What follows belongs to an exercise in optimizing a design on an open flow for small area; a production flow would make more cautious choices. Function was checked by simulation only, so behaviour that the tests miss may differ from the original. Power is estimated from default activity; no workload was simulated.

## design/flow/config.mk

```make
export PLATFORM = sky130hd
export DESIGN_NAME = tcrb
export DESIGN_NICKNAME = tcrb
export VERILOG_FILES = /design/flow/design.v
export SDC_FILE = /design/flow/constraint.sdc
export NUM_CORES = 4
export LEC_CHECK = 0
export CAP_MARGIN = 20
export CORE_MARGIN = 2
export CORE_UTILIZATION = 40
export PLACE_DENSITY = 0.6
export SLEW_MARGIN = 20
```

## design/flow/constraint.sdc

```tcl
create_clock -name core_clock -period 14.0 [get_ports {clk}]
set_input_delay 2.8000 -clock core_clock [delete_from_list [all_inputs] [get_ports {clk}]]
set_output_delay 2.8000 -clock core_clock [all_outputs]
set_load 0.01 [all_outputs]
```

## design/flow/design.v

```verilog
module tcrb (
    input  wire         clk,
    input  wire         rst,
    input  wire [1:0]   h_op,
    input  wire [7:0]   h_addr,
    input  wire [31:0]  h_wdata,
    output reg          h_rvalid,
    output reg  [31:0]  h_rdata,
    input  wire [1:0]   f_valid,
    input  wire [127:0] f_data0,
    input  wire [127:0] f_data1,
    output wire         clk_en,
    output wire [23:0]  clk_rate
);
    localparam NBUS   = 2;
    localparam NSLOTS = 4;
    localparam H      = 4;
    localparam C      = 8;
    localparam NCONS  = 4;
    localparam CW     = 12;
    localparam MAXCH  = NBUS * NSLOTS;
    localparam NCELLS = C * MAXCH;
    localparam [1:0] S_IDLE = 2'd0, S_CONF = 2'd1, S_RUN = 2'd2, S_STOP = 2'd3;
    localparam [3:0] OK = 4'd0, BADOP = 4'd1, BADSEL = 4'd2, BADARG = 4'd3,
                     BADSTATE = 4'd4, BADCFG = 4'd5, NODATA = 4'd6;
    localparam [1:0] OP_RREAD = 2'd1, OP_RWRITE = 2'd2, OP_BREAD = 2'd3;
    reg [1:0]  state;
    reg        stopreq;
    reg        clken;
    reg [5:0]  res;
    reg [4:0]  nch    [0:NBUS-1];
    reg [4:0]  maplen [0:NBUS-1];
    reg [3:0]  chmap    [0:NBUS-1][0:NSLOTS-1];
    reg [23:0] ds;
    reg        swaplr;
    reg [23:0] rate;
    reg [NBUS-1:0] armed;
    reg [NBUS-1:0] pend;
    reg [NBUS-1:0] pendhalf;
    reg [NBUS-1:0] fillhalf;
    reg [1:0]  fillframe [0:NBUS-1];    
    reg [23:0] dsphase [0:NBUS-1];
    reg [31:0] counter [0:NBUS-1];
    reg [31:0] ovrcount;
    reg [CW-1:0] wpos;
    reg [CW-1:0] head [0:NBUS-1];
    reg [CW-1:0] rpos [0:NCONS-1];
    reg [NCONS-1:0] active;
    reg [NCONS-1:0] ovr;
    reg [31:0] cmdstat;
    reg [NSLOTS*32-1:0] xfer [0:NBUS-1][0:1][0:H-1];
    reg [31:0] ring [0:NCELLS-1];
    wire       used0 = (nch[0] != 5'd0);
    wire       used1 = (nch[1] != 5'd0);
    wire [4:0] ncht  = nch[0] + nch[1];
    wire [3:0] qfr   = (ds == 24'd0) ? 4'd4 : (ds <= 24'd2) ? 4'd2 : 4'd1;
    wire [31:0] check_val;
    assign check_val[1]    = (ncht == 5'd0);
    assign check_val[2]    = (res == 6'd0);
    assign check_val[3]    = (maplen[0] != nch[0]);
    assign check_val[4]    = (maplen[1] != nch[1]);
    assign check_val[5]    = (C < qfr);
    assign check_val[0]    = ~|check_val[5:1];
    assign check_val[31:6] = 26'd0;
    wire [CW-1:0] lead0 = head[0] - wpos;
    wire [CW-1:0] lead1 = head[1] - wpos;
    wire [CW-1:0] lead  = (used0 && used1) ? ((lead0 > lead1) ? lead0 : lead1) :
                          used0 ? lead0 : used1 ? lead1 : {CW{1'b0}};
    assign clk_en   = clken;
    assign clk_rate = rate;
    localparam [1:0] V_IDLE = 2'd0, V_WALK = 2'd1, V_COMMIT = 2'd2;
    reg [1:0] svc;
    reg       svc_bus;
    reg       svc_half;
    reg [1:0] svc_f;                 
    reg [1:0] svc_q;                 
    reg [2:0] svc_nw;                
    wire cmd_wr = (h_op == OP_RWRITE) && (h_addr == 8'h00);
    wire [127:0] svc_frame = xfer[svc_bus][svc_half][svc_f];
    wire [31:0]  slot_w [0:NSLOTS-1];
    assign slot_w[0] = swaplr ? svc_frame[63:32] : svc_frame[31:0];
    assign slot_w[1] = swaplr ? svc_frame[31:0]  : svc_frame[63:32];
    assign slot_w[2] = svc_frame[95:64];
    assign slot_w[3] = svc_frame[127:96];
    wire [3:0]  svc_slot = chmap[svc_bus][svc_q];
    wire [31:0] svc_raw  = slot_w[svc_slot[1:0]];
    wire [5:0]  svc_shift = 6'd32 - res;
    wire [31:0] svc_cell  = $signed(svc_raw) >>> svc_shift;
    wire [CW-1:0] svc_pos   = head[svc_bus] + svc_nw;
    wire [CW-1:0] svc_idx   = svc_pos % C;
    wire [4:0]    svc_choff = svc_bus ? nch[0] : 5'd0;
    wire [CW-1:0] svc_addr  = svc_idx * ncht + svc_choff + svc_q;
    wire [4:0]  svc_nch   = nch[svc_bus];
    wire [23:0] svc_ph    = dsphase[svc_bus];
    wire [23:0] svc_ph_nx = (svc_ph == ds) ? 24'd0 : svc_ph + 24'd1;
    wire [CW-1:0] head_c0 = svc_bus ? head[0] : head[0] + svc_nw;
    wire [CW-1:0] head_c1 = svc_bus ? head[1] + svc_nw : head[1];
    wire [CW-1:0] gain0   = head_c0 - wpos;
    wire [CW-1:0] gain1   = head_c1 - wpos;
    wire [CW-1:0] gain    = (used0 && used1) ? ((gain0 < gain1) ? gain0 : gain1) :
                            used0 ? gain0 : used1 ? gain1 : {CW{1'b0}};
    wire [CW-1:0] wpos_c  = wpos + gain;
    wire [NBUS-1:0] pend_c = pend & ~(2'b01 << svc_bus);
    reg [NCONS-1:0] ovr_hit;
    reg [CW-1:0]    dist_c;
    integer k;
    always @(*) begin
        for (k = 0; k < NCONS; k = k + 1) begin
            dist_c     = wpos_c - rpos[k];
            ovr_hit[k] = active[k] && (dist_c >= C);
        end
    end
    wire [3:0]  c_op  = h_wdata[31:28];
    wire [3:0]  c_sel = h_wdata[27:24];
    wire [23:0] c_imm = h_wdata[23:0];
    reg [3:0]  c_code;
    reg [23:0] c_val;
    reg        c_bus_sel, c_cons_sel;
    reg        c_argbad, c_statebad;
    reg        c_is_cfg;
    wire [CW-1:0] att_room = ((C - qfr) >= lead) ? (C - qfr - lead) : {CW{1'b0}};
    wire [23:0]   att_d1   = (c_imm < wpos) ? c_imm : wpos;
    wire [23:0]   att_d    = (att_d1 < att_room) ? att_d1 : att_room;
    wire [CW-1:0] adv_avail = wpos - rpos[c_sel[1:0]];
    wire [23:0]   adv_n     = (c_imm < adv_avail) ? c_imm : adv_avail;
    always @(*) begin
        c_bus_sel  = (c_op == 4'h2) || (c_op == 4'h3) || (c_op == 4'h4);
        c_cons_sel = (c_op == 4'hB) || (c_op == 4'hC) || (c_op == 4'hD);
        c_is_cfg   = (c_op >= 4'h1) && (c_op <= 4'h7);
        c_argbad   = 1'b0;
        c_statebad = 1'b0;
        c_val      = 24'd0;
        case (c_op)
            4'h1: c_argbad = (c_sel != 4'd0) || (c_imm[23:6] != 18'd0) ||
                             (c_imm[5:0] == 6'd0) || (c_imm[5:0] > 6'd32);
            4'h2, 4'h3: c_argbad = (c_imm[23:8] != 16'd0) || (c_imm[7:0] > NSLOTS);
            4'h4: c_argbad = (c_imm[23:16] != 8'd0) || (c_imm[15:8] >= NSLOTS) ||
                             (c_imm[7:0] >= NSLOTS);
            4'h5, 4'h7: c_argbad = (c_sel != 4'd0);
            4'h6: c_argbad = (c_sel != 4'd0) || (c_imm[23:1] != 23'd0);
            4'h8, 4'h9, 4'hA: c_argbad = (c_sel != 4'd0) || (c_imm != 24'd0);
            4'hD: c_argbad = (c_imm != 24'd0);
            default: c_argbad = 1'b0;
        endcase
        case (c_op)
            4'h1, 4'h2, 4'h3, 4'h4, 4'h5, 4'h6, 4'h7, 4'h8:
                c_statebad = (state == S_RUN);
            4'h9: c_statebad = (state != S_CONF) && (state != S_STOP);
            4'hA: c_statebad = (state == S_IDLE) || (state == S_CONF);
            4'hB: c_statebad = (state == S_IDLE);
            4'hC: c_statebad = !active[c_sel[1:0]];
            default: c_statebad = 1'b0;
        endcase
        if (c_op == 4'h0 || c_op == 4'hE || c_op == 4'hF)
            c_code = BADOP;
        else if ((c_bus_sel && c_sel >= NBUS) || (c_cons_sel && c_sel >= NCONS))
            c_code = BADSEL;
        else if (c_argbad)
            c_code = BADARG;
        else if (c_statebad)
            c_code = BADSTATE;
        else if (c_op == 4'h8 && !check_val[0])
            c_code = BADCFG;
        else if (c_op == 4'hC && adv_avail == {CW{1'b0}})
            c_code = NODATA;
        else
            c_code = OK;
        if (c_code == OK) begin
            if (c_op == 4'hB) c_val = att_d[23:0];
            if (c_op == 4'hC) c_val = adv_n[23:0];
        end
    end
    wire c_accept = cmd_wr && (c_code == OK);
    reg [31:0] rd_val;
    reg [CW-1:0] rd_diff;
    always @(*) begin
        rd_val  = 32'd0;
        rd_diff = {CW{1'b0}};
        casez (h_addr)
            8'h01: rd_val = cmdstat;
            8'h02: rd_val = {24'd0, pend[1], pend[0], armed[1], armed[0], clken, stopreq, state};
            8'h03: rd_val = check_val;
            8'h04: rd_val = {26'd0, res};
            8'h05: rd_val = {8'd0, ds};
            8'h06: rd_val = {31'd0, swaplr};
            8'h07: rd_val = {8'd0, rate};
            8'b0000100?: rd_val = {27'd0, nch[h_addr[0]]};
            8'b0000101?: rd_val = {27'd0, maplen[h_addr[0]]};
            8'h0C: rd_val = C;
            8'h0D: rd_val = H;
            8'h0E: rd_val = {8'd0, 8'd2, 8'd4, 8'd4};
            8'h0F: rd_val = {27'd0, ncht};
            8'b0001000?: rd_val = counter[h_addr[0]];
            8'h12: rd_val = ovrcount;
            8'h13: rd_val = {12'd0, active, 12'd0, ovr};
            8'h14: rd_val = wpos % C;
            8'h15: rd_val = wpos / C;
            8'b0001011?: rd_val = head[h_addr[0]] % C;
            8'h2?: if (h_addr[3:0] < NCONS) rd_val = rpos[h_addr[1:0]] % C;
            8'h3?: if (h_addr[3:0] < NCONS) rd_val = rpos[h_addr[1:0]] / C;
            8'h4?: if (h_addr[3:0] < NCONS && active[h_addr[1:0]]) begin
                       rd_diff = wpos - rpos[h_addr[1:0]];
                       rd_val  = rd_diff;
                   end
            8'b100?????: if (h_addr[3:0] < NSLOTS) rd_val = {28'd0, chmap[h_addr[4]][h_addr[1:0]]};
            default: rd_val = 32'd0;
        endcase
    end
    always @(posedge clk) begin
        if (rst) begin
            h_rvalid <= 1'b0;
            h_rdata  <= 32'd0;
        end else begin
            h_rvalid <= (h_op == OP_RREAD) || (h_op == OP_BREAD);
            if (h_op == OP_RREAD)
                h_rdata <= rd_val;
            else if (h_op == OP_BREAD)
                h_rdata <= (h_addr < NCELLS) ? ring[h_addr[5:0]] : 32'd0;
            else
                h_rdata <= 32'd0;
        end
    end
    always @(posedge clk) begin
        if (svc == V_WALK && svc_ph == 24'd0)
            ring[svc_addr[5:0]] <= svc_cell;
        if (f_valid[0] && armed[0])
            xfer[0][fillhalf[0]][fillframe[0]] <= f_data0;
        if (f_valid[1] && armed[1])
            xfer[1][fillhalf[1]][fillframe[1]] <= f_data1;
    end
    integer b, p;
    always @(posedge clk) begin
        if (rst) begin
            state    <= S_IDLE;
            stopreq  <= 1'b0;
            clken    <= 1'b0;
            res      <= 6'd0;
            ds       <= 24'd0;
            swaplr   <= 1'b0;
            rate     <= 24'd0;
            armed    <= 0;
            pend     <= 0;
            pendhalf <= 0;
            fillhalf <= 0;
            fillframe[0] <= 2'd0;
            fillframe[1] <= 2'd0;
            ovrcount <= 32'd0;
            wpos     <= {CW{1'b0}};
            active   <= 0;
            ovr      <= 0;
            cmdstat  <= 32'd0;
            svc      <= V_IDLE;
            svc_bus  <= 1'b0;
            svc_half <= 1'b0;
            svc_f    <= 2'd0;
            svc_q    <= 2'd0;
            svc_nw   <= 3'd0;
            for (b = 0; b < NBUS; b = b + 1) begin
                nch[b]     <= 5'd0;
                maplen[b]  <= 5'd0;
                dsphase[b] <= 24'd0;
                counter[b] <= 32'd0;
                head[b]    <= {CW{1'b0}};
                for (p = 0; p < NSLOTS; p = p + 1)
                    chmap[b][p] <= 4'd0;
            end
            for (k = 0; k < NCONS; k = k + 1)
                rpos[k] <= {CW{1'b0}};
        end else begin
            case (svc)
                V_IDLE: begin
                    if (pend[0] || pend[1]) begin
                        svc      <= V_WALK;
                        svc_bus  <= pend[0] ? 1'b0 : 1'b1;
                        svc_half <= pend[0] ? pendhalf[0] : pendhalf[1];
                        svc_f    <= 2'd0;
                        svc_q    <= 2'd0;
                        svc_nw   <= 3'd0;
                    end
                end
                V_WALK: begin
                    if (svc_ph == 24'd0 && {3'd0, svc_q} != svc_nch - 5'd1) begin
                        svc_q <= svc_q + 2'd1;
                    end else begin
                        svc_q <= 2'd0;
                        if (svc_ph == 24'd0)
                            svc_nw <= svc_nw + 3'd1;
                        dsphase[svc_bus] <= svc_ph_nx;
                        if (svc_f == H - 1)
                            svc <= V_COMMIT;
                        else
                            svc_f <= svc_f + 2'd1;
                    end
                end
                V_COMMIT: begin
                    if (!cmd_wr) begin
                        svc <= V_IDLE;
                        head[0] <= head_c0;
                        head[1] <= head_c1;
                        counter[svc_bus] <= counter[svc_bus] + 32'd1;
                        wpos <= wpos_c;
                        pend[svc_bus] <= 1'b0;
                        if (wpos_c != wpos) begin
                            ovr <= ovr | ovr_hit;
                            if (|ovr_hit && ovrcount != 32'hFFFFFFFF)
                                ovrcount <= ovrcount + 32'd1;
                        end
                        if (stopreq && armed == 0 && pend_c == 0) begin
                            state   <= S_STOP;
                            stopreq <= 1'b0;
                        end
                    end
                end
                default: svc <= V_IDLE;
            endcase
            for (b = 0; b < NBUS; b = b + 1) begin
                if (f_valid[b] && armed[b]) begin
                    if (fillframe[b] != H - 1) begin
                        fillframe[b] <= fillframe[b] + 2'd1;
                    end else begin
                        pend[b]      <= 1'b1;
                        pendhalf[b]  <= fillhalf[b];
                        fillframe[b] <= 2'd0;
                        fillhalf[b]  <= ~fillhalf[b];
                        if (stopreq)
                            armed[b] <= 1'b0;
                    end
                end
            end
            if (cmd_wr) begin
                cmdstat <= {(c_code >= BADOP && c_code <= BADCFG), 3'b000, c_code, c_val};
                if (c_accept) begin
                    if (c_is_cfg && (state == S_CONF || state == S_STOP)) begin
                        state  <= S_IDLE;
                        clken  <= 1'b0;
                        active <= 0;
                    end
                    case (c_op)
                        4'h1: res <= c_imm[5:0];
                        4'h2: nch[c_sel[0]] <= c_imm[4:0];
                        4'h3: maplen[c_sel[0]] <= c_imm[4:0];
                        4'h4: chmap[c_sel[0]][c_imm[9:8]] <= c_imm[3:0];
                        4'h5: ds <= c_imm;
                        4'h6: swaplr <= c_imm[0];
                        4'h7: rate <= c_imm;
                        4'h8: begin
                            wpos     <= {CW{1'b0}};
                            ovrcount <= 32'd0;
                            for (b = 0; b < NBUS; b = b + 1) begin
                                head[b]    <= {CW{1'b0}};
                                counter[b] <= 32'd0;
                                dsphase[b] <= 24'd0;
                            end
                            for (k = 0; k < NCONS; k = k + 1)
                                rpos[k] <= {CW{1'b0}};
                            active  <= 0;
                            ovr     <= 0;
                            stopreq <= 1'b0;
                            clken   <= 1'b1;
                            state   <= S_CONF;
                        end
                        4'h9: begin
                            if (used0) begin
                                armed[0] <= 1'b1; fillhalf[0] <= 1'b0; fillframe[0] <= 2'd0;
                                pend[0] <= 1'b0; dsphase[0] <= 24'd0;
                            end
                            if (used1) begin
                                armed[1] <= 1'b1; fillhalf[1] <= 1'b0; fillframe[1] <= 2'd0;
                                pend[1] <= 1'b0; dsphase[1] <= 24'd0;
                            end
                            stopreq <= 1'b0;
                            state   <= S_RUN;
                        end
                        4'hA: if (state == S_RUN) stopreq <= 1'b1;
                        4'hB: begin
                            rpos[c_sel[1:0]]   <= wpos - att_d[CW-1:0];
                            active[c_sel[1:0]] <= 1'b1;
                            ovr[c_sel[1:0]]    <= 1'b0;
                        end
                        4'hC: rpos[c_sel[1:0]] <= rpos[c_sel[1:0]] + adv_n[CW-1:0];
                        4'hD: begin
                            active[c_sel[1:0]] <= 1'b0;
                            ovr[c_sel[1:0]]    <= 1'b0;
                        end
                        default: ;
                    endcase
                end
            end
        end
    end
endmodule
```

## design/flow/run.sh

```bash
#!/bin/bash
# synth_recipe.tcl (not shown) runs the flow's synth.tcl, then flattens the netlist and writes it again
# the make line also repeats each setting of config.mk as NAME=value (left out here)
make -C /OpenROAD-flow-scripts/flow DESIGN_CONFIG=/design/flow/config.mk WORK_HOME=/design/flow/orfs CLKGATE_MAP_FILE= SYNTH_SCRIPT=/design/flow/synth_recipe.tcl finish
```

==> summary.txt <==
Fin Clk Skew 0.1189 ns; cell area after layout around 220,000 µm²; 1st-iter DRT viols around 12,000; setup bufs post-CTS 0; r2r startpoint wpos[0]$_SDFF_PP0_; Max Freq between 70 and 80 MHz; CP top delay family compound AO/OA/AOI/OAI gates; Most common cell on crit path a21oi_1; Hold WC Path Type flop to flop; fin crit share around nine tenths; Buf/Inv on CP 4; LEAKAGE about 70 nW; die extent in x 693.4 µm; Pwr per Cell Area 129.4 nW/µm²; met3 routed WL 44.19 mm; Sequential Area approximately 130,000 µm²; Layout Nets between 10,000 and 15,000; core area approximately 470,000 µm²; Die Footprint 480,800 µm²; area of the multi-input gates about 54,000 µm²; CTS tree built; ys async rst share 0%; Final Setup Violations 0; Place WS about 1.6 ns; Skew-Pair Late Insertion Delay roughly 1.1 ns; GPL Wtd Cong 0.9747; Crit. Startpoint wpos[0]$_SDFF_PP0_; Most used DFF post-synth edfxtp_1; Setup crit start kind flop; unrepaired setup endpoints after global routing no; ratio of cells with drive above 1 in the final layout between 20% and 30%; Layout area overhead 14.39%; CP arrival ~13 ns; Synth area leaders edfxtp_1, mux4_2, dfxtp_1; Crit-path slowest cell dfxtp_1; input/output buffers around 360; Mapped Avg Cell Area 18.71 µm²; cts-stage hold buffer count 0; max layer used met5; grt total ovfl 0; total number of vias between 100k and 150k; CTS sink cnt ~4,500; Yosys top cell by area edfxtp_1; Final Hold Viols 0; Seq cells post-synth approximately 4,500; worst hold slack approximately 0.46 ns; Warnings, synthesis 3; met2 WL between 200 and 300 mm; worst-margin pin slew 1.208 ns; Bufs on Longest Clock Path 4; DP Area roughly 200,000 µm²; first-pass GRT wire length between 700 and 800 mm; commonest non-fill, non-tap cells in the layout edfxtp_1, mux4_2, nor2_1; crit-path max FO 10; clk root buf clkbuf_16; # IOs 360; CTS H-Tree Depth 5; Crit path largest cell delay ~0.66 ns; most common cell after layout, fill and taps aside edfxtp_1; die height slightly below 700 µm; GRT Util Overall 22.13%; DRT Wirelength roughly 540 mm; peak supply drop 0.1192 mV; Core Rows around 250; DRC 0; DR WL/cell 31.14 µm; status finished clean; Final Max Tran Viols 0; Crit path required time around 15 ns; Yosys top cell area share 68.04%; Vias/cell a little under 6; clock-pin slew on the worst setup and hold paths around 0.060 ns; Setup CP Type flop to flop; HP Start pendhalf[1]$_SDFFE_PP0P_; Layout fillers between 30,000 and 40,000; post-synth cell types ~110; vias in the first global route around 100k; Resize count post-CTS 0; TNS Setup 0 ns; Tmin final 12.52 ns; initial core utilization about two fifths; max_cap viols 0; met1 WL approximately 220 mm; Final ANT Viol Nets 0; drt pass-1 iters 7; largest net degree at the start of global routing 130; antenna violations before repair roughly 140; Syn Inst Count a little over 10,000; Num CTS Buffers 455; Worst slew margin between 10% and 20%; number of enable flip-flop cells after synthesis ~4,300; Final Worst Setup Slack 1.478 ns; Synth Cell Area approximately 190,000 µm²; Critical Path End Type flop; register area share after synthesis 70.36%; DP HPWL 335.0 mm
[cells in the mapped netlist, types with 83 or more instances]
| master | n |
|---|---|
| a211oi_1 | 83 |
| mux2i_1 | 208 |
| dfxtp_1 | 220 |
| o21ai_0 | 214 |
| nor2b_1 | 86 |
| inv_1 | 200 |
| nor2_1 | 578 |
| edfxtp_1 | 4308 |
| a21oi_1 | 354 |
| xor2_1 | 95 |
| nand3_1 | 96 |
| nand2_1 | 461 |
| xnor2_1 | 168 |
| mux4_2 | 1312 |
| nor3_1 | 96 |
| clkbuf_1 | 321 |
| ha_1 | 239 |
[cell families (layout without fill, tap and decap cells)]
| family | after synthesis | count (layout) | synth area share, % |
|---|---|---|---|
| buffers and inverters | 724 | 1673 | 1.589 |
| AND/OR/NAND/NOR | 1691 | 1691 | 4.151 |
| other | 1 | 56 | 0.001972 |
| flip-flops | 4528 | 4528 | 70.36 |
| multiplexers | 1573 | 1573 | 17.02 |
| AO/OA/AOI/OAI | 1110 | 1110 | 3.770 |
| adder cells (fa/ha/maj) | 267 | 267 | 1.862 |
| XOR/XNOR | 266 | 266 | 1.244 |
[tightest hold or removal path, delay by kind of cell (launching register included)]
family | cells | cell delay [ns]
compound gates | 1 | 0.05
flops | 1 | 0.31
simple gates | 1 | 0.05
[state kept, by name, summed over array words and instances (netlist names), 4 cells and up, named ones only]
| name | count |
|---|---|
| active | 4 |
| chmap | 32 |
| cmdstat | 28 |
| counter | 64 |
| ds | 24 |
| dsphase | 48 |
| fillframe | 4 |
| h_rdata | 32 |
| head | 24 |
| maplen | 10 |
| nch | 10 |
| ovr | 4 |
| ovrcount | 32 |
| rate | 24 |
| res | 6 |
| ring | 2048 |
| rpos | 48 |
| wpos | 12 |
| xfer | 2048 |
[final cells by class]
class,instances,area share [%]
tap,6247,3.594
sequential,4528,61.52
timing repair buffer,630,2.719
clock inverter,279,1.240
inverter,202,0.3521
multi-input combinational,4932,25.03
antenna,31,0.03567
clock buffer,562,5.513
[metal layers]
metal / vias to the layer above / global-route usage [%]
met5: - / 0
met4: 80 / 6.961
met3: 919 / 4.469
met2: 4246 / 35.89
met1: 54280 / 30.19
li1: 42630 / -
[report_power, final]
group / internal (mW) / switching (mW)
combinational: 0.440 / 0.758
sequential: 14.9 / 0.0228
clock: 6.82 / 5.22
total: 22.1 / 6.00
[per-stage QoR]
stage	util, %	cells	power (mW)
after floorplan	-	10180	15.83
after global placement	42.73	16540	16.35
after detailed placement	42.73	16540	16.38
after CTS	45.83	17380	28.35
after global routing	45.85	17400	28.93
final	45.86	17410	28.14
[final timing paths]
path / endpoint / slack (ns) / cells past startpoint
max: rpos[3][11]$_SDFFCE_PN0P_ / 1.48 / 51
min: pendhalf[1]$_SDFFE_PP0P_ / 0.46 / 2
max reg2reg: rpos[3][11]$_SDFFCE_PN0P_ / 1.48 / 51
min reg2reg: pendhalf[1]$_SDFFE_PP0P_ / 0.46 / 2

[what the ideal ports hide]
In the flow no input, the clock included, has a driving cell. The finished layout below was timed again as built, in two steps.
Step 1 sets driving cells, clkbuf_16 on the clock port and buf_2 on the other inputs (assumed; they add their load-dependent delay and slew).
Step 2 times the ports against the registers' clock, not the clock port: input delays grow and output delays shrink by t, the midpoint of the rising clock arrivals with the driver on.
Three values: ideal, step 1, step 2; two values: the first two.
t, ns: 1.125
setup slack, ns: 1.478 / 1.478 / 1.478
cell pins on the clock port's net: 1
After both steps this run still meets setup and hold. For this run, drivers alone change the setup slack by 0.000 ns; drivers and shift together by 0.000 ns.
